Background: an optimization exercise with open tools, aiming at small area, a short achievable clock period and few clock cycles. Do not read the settings as production practice. Only simulation tests tie the RTL to the original design; equivalence was not proved. Power and IR drop assume default switching activity.

rev 12:
// p1load_sync
module p1load_sync (
    input  wire        clk,
    input  wire        rst,
    input  wire        cmd_valid,
    output wire        cmd_ready,
    input  wire [71:0] cmd_data,
    output reg         rsp_valid,
    output wire [2:0]  rsp_status,
    output wire [31:0] rsp_data,
    output wire        trst_req,
    input  wire        trst_ack,
    output wire        tx_valid,
    input  wire        tx_ready,
    output wire [7:0]  tx_data,
    output wire        tx_last,
    output wire        rx_req,
    output wire [3:0]  rx_max,
    output wire [31:0] rx_timeout,
    input  wire        rx_valid,
    input  wire [7:0]  rx_data,
    input  wire        rx_last,
    input  wire        rx_empty,
    output reg         prog_valid,
    output reg  [2:0]  prog_phase,
    output wire [31:0] prog_offset,
    output wire [31:0] prog_total,
    output wire [12:0] img_addr,
    input  wire [31:0] img_data,
    input  wire [31:0] img_len
);
    localparam [2:0] S_OK = 3'd0, S_TIMEOUT = 3'd1, S_ERROR = 3'd2,
                     S_PRECOND = 3'd3, S_ILLEGAL = 3'd4;
    localparam [1:0] SESS_READY = 2'd0, SESS_LINKED = 2'd1,
                     SESS_DONE = 2'd2, SESS_FAILED = 2'd3;
    localparam [3:0] OP_INIT = 4'h1, OP_READ_REG = 4'h2, OP_LFSR_SEED = 4'h3,
                     OP_LFSR_STEP = 4'h4, OP_APPEND_BYTE = 4'h5,
                     OP_APPEND_WORD = 4'h6, OP_FLUSH = 4'h7,
                     OP_RECEIVE_BIT = 4'h8, OP_HANDSHAKE = 4'h9,
                     OP_WAIT_FOR_ACK = 4'hA, OP_LOAD_IMAGE = 4'hB,
                     OP_SHUTDOWN = 4'hC;
    localparam [3:0] ST_IDLE  = 4'd0,
                     ST_DEC   = 4'd1,
                     ST_TRST  = 4'd2,    
                     ST_TXP   = 4'd3,    
                     ST_TXS   = 4'd4,    
                     ST_STORE = 4'd5,    
                     ST_TXW   = 4'd6,    
                     ST_RX    = 4'd7,    
                     ST_WARX  = 4'd8;    
    localparam [1:0] GM_HS = 2'd0, GM_WORD = 2'd1, GM_F9 = 2'd2, GM_AB = 2'd3;
    localparam [1:0] WP_ONE = 2'd0, WP_KIND = 2'd1, WP_CNT = 2'd2, WP_IMG = 2'd3;
    reg [7:0]  lfsr;
    reg [7:0]  version;
    reg [127:0] txbuf;          
    reg [3:0]  rp;              
    reg [4:0]  txcur;
    reg [7:0]  rxbit;           
  ...
Size in the first run: roughly 300 flip-flops, about 320 I/O pins, about 0.017 mm2 of cells after synthesis.
==> flow/config.mk <==
export PLATFORM = sky130hd
export DESIGN_NAME = p1load_sync
export DESIGN_NICKNAME = p1load_sync
export VERILOG_FILES = /design/flow/design.v
export SDC_FILE = /design/flow/constraint.sdc
export NUM_CORES = 4
export LEC_CHECK = 0
export CAP_MARGIN = 20
export CORE_MARGIN = 2
export CORE_UTILIZATION = 40
export CTS_CLUSTER_DIAMETER = 100
export CTS_CLUSTER_SIZE = 20
export SETUP_SLACK_MARGIN = 5.0
export SLEW_MARGIN = 20
export TNS_END_PERCENT = 20
==> flow/constraint.sdc <==
create_clock -name core_clock -period 8.0 [get_ports {clk}]
set_input_delay 1.6000 -clock core_clock [delete_from_list [all_inputs] [get_ports {clk}]]
set_output_delay 1.6000 -clock core_clock [all_outputs]
set_load 0.01 [all_outputs]
standard.sh (not shown) runs the stock make flow with config.mk's settings and CLKGATE_MAP_FILE= SYNTH_SCRIPT=/design/flow/synth_recipe.tcl, a recipe that flattens the netlist after the stock synthesis.
==> flow/flow/run.sh <==
#!/bin/bash
# The standard layout, with plain buf_1 cells as the port buffers
# (every input and output port still gets its own buffer).
set -euo pipefail
export BUFFER_PORTS_ARGS="-buffer_cell sky130_fd_sc_hd__buf_1"
bash standard.sh > orfs_flow.log 2>&1
Testbench counts of rev 12, summed over its fixed seeds: cycles 50,294.
The inputs of rev 13 differ from those of rev 12 as listed below.
Settings: CORE_UTILIZATION changed from 40 to 45; SETUP_SLACK_MARGIN changed from 5.0 to 4.8; TNS_END_PERCENT changed from 20 to 10.
==> comparison <==
Rev 13: PASS, flow complete, no timing, DRC or antenna violations. Per the comparison of rev 13 with rev 12, power per unit of standard cell area now smaller; switching share of power now larger. Compared to rev 12, rev 13 has total non-filler cell area in the finished layout about 2.8% lower. Overall fraction of global-route tracks in use: rev 13 vs rev 12 up 2.7 points. Number of buffers and inverters on the critical path (higher): rev 12. Total chip power for rev 13: 3.2% down relative to rev 12.


## beta
p1load_sync, a different RTL version from the one above (not shown whole).
Size in the first run: roughly 1800 cells after synthesis, ~310 flip-flops, ~320 I/O pins.
==> flow/config.mk <==
export PLATFORM = sky130hd
export DESIGN_NAME = p1load_sync
export DESIGN_NICKNAME = p1load_sync
export VERILOG_FILES = /design/flow/design.v
export SDC_FILE = /design/flow/constraint.sdc
export NUM_CORES = 4
export LEC_CHECK = 0
export CAP_MARGIN = 20
export CORE_MARGIN = 2
export CORE_UTILIZATION = 45
export CTS_CLUSTER_DIAMETER = 90
export CTS_CLUSTER_SIZE = 24
export SETUP_SLACK_MARGIN = 5.0
export SLEW_MARGIN = 20
export TNS_END_PERCENT = 20
==> flow/constraint.sdc <==
create_clock -name core_clock -period 8.0 [get_ports {clk}]
set_input_delay 1.6000 -clock core_clock [delete_from_list [all_inputs] [get_ports {clk}]]
set_output_delay 1.6000 -clock core_clock [all_outputs]
set_load 0.01 [all_outputs]
Scripts as last shown in full above: flow/flow/run.sh
beta ended with every stage complete and zero timing, DRC or antenna violations.
Testbench counts of beta, summed over its fixed seeds: cycles 50,294.
Input changes introduced in delta (baseline for comparison: beta):
# beta
export LEC_CHECK = 0
export CAP_MARGIN = 20
export CORE_MARGIN = 2
export CORE_UTILIZATION = 45
export CTS_CLUSTER_DIAMETER = 90
export CTS_CLUSTER_SIZE = 24
export SETUP_SLACK_MARGIN = 5.0
export SLEW_MARGIN = 20
export TNS_END_PERCENT = 20
create_clock -name core_clock -period 8.0 [get_ports {clk}]
# delta
export LEC_CHECK = 0
export CAP_MARGIN = 20
export CORE_MARGIN = 2
export CORE_UTILIZATION = 45
export CTS_CLUSTER_DIAMETER = 100
export CTS_CLUSTER_SIZE = 20
export PLACE_DENSITY = 0.8
export SETUP_SLACK_MARGIN = 5.0
export SLEW_MARGIN = 20
export TNS_END_PERCENT = 5
create_clock -name core_clock -period 8.0 [get_ports {clk}]
==> comparison <==
Highest signal layer in the routed design: met5 -> beta, met4 -> delta. Count of sequential standard cells: delta vs beta identical. Between beta and delta, the combinational power does not differ in any meaningful way. Between beta and delta, leakage power figure decreased. The part of the cycle the worst path needs in delta sits 0.78 points above the value recorded for beta. Compared with beta, in delta critical path depth grew by 6; combinational power share up 0.2 points; post-layout worst setup margin went down 63 ps; final area has decreased; final non-filler cell total decreased by 22 relative to the old numbers.

## static timing again, ports no longer ideal
The flow's constraints put no driver on any port. The routed layouts listed below were extracted and timed again, unchanged, in two steps. Step 1, drivers: a clkbuf_16 drives clk and a buf_2 each remaining input, both assumed. Step 2 adds t to the input delays and takes it off the output delays; t is the mean of the earliest and latest rising clock arrival at the registers after step 1. Input paths then give back, and output paths get back, about the clock's delay inside the block. Three values: ideal ports, drivers, drivers and shift; two values: the first two.
run | shift t [ns] | slack for setup (ns) | hold slack, ns | worst register clock-pin slew, ns
rev 12 | 0.603 | 4.836 / 4.779 / 4.388 | 0.322 / 0.322 / 0.322 | 0.10 / 0.10
rev 13 | 0.580 | 4.682 / 4.626 / 4.210 | 0.313 / 0.313 / 0.313 | 0.10 / 0.10
beta | 0.595 | 4.887 / 4.827 / 4.401 | 0.323 / 0.323 / 0.323 | 0.11 / 0.11
delta | 0.581 | 4.824 / 4.782 / 4.249 | 0.313 / 0.313 / 0.313 | 0.10 / 0.10
After both steps setup and hold are still met in every run listed. The setup slack of delta, which loses most, moves by -0.042 ns with the drivers and by -0.575 ns with both steps.
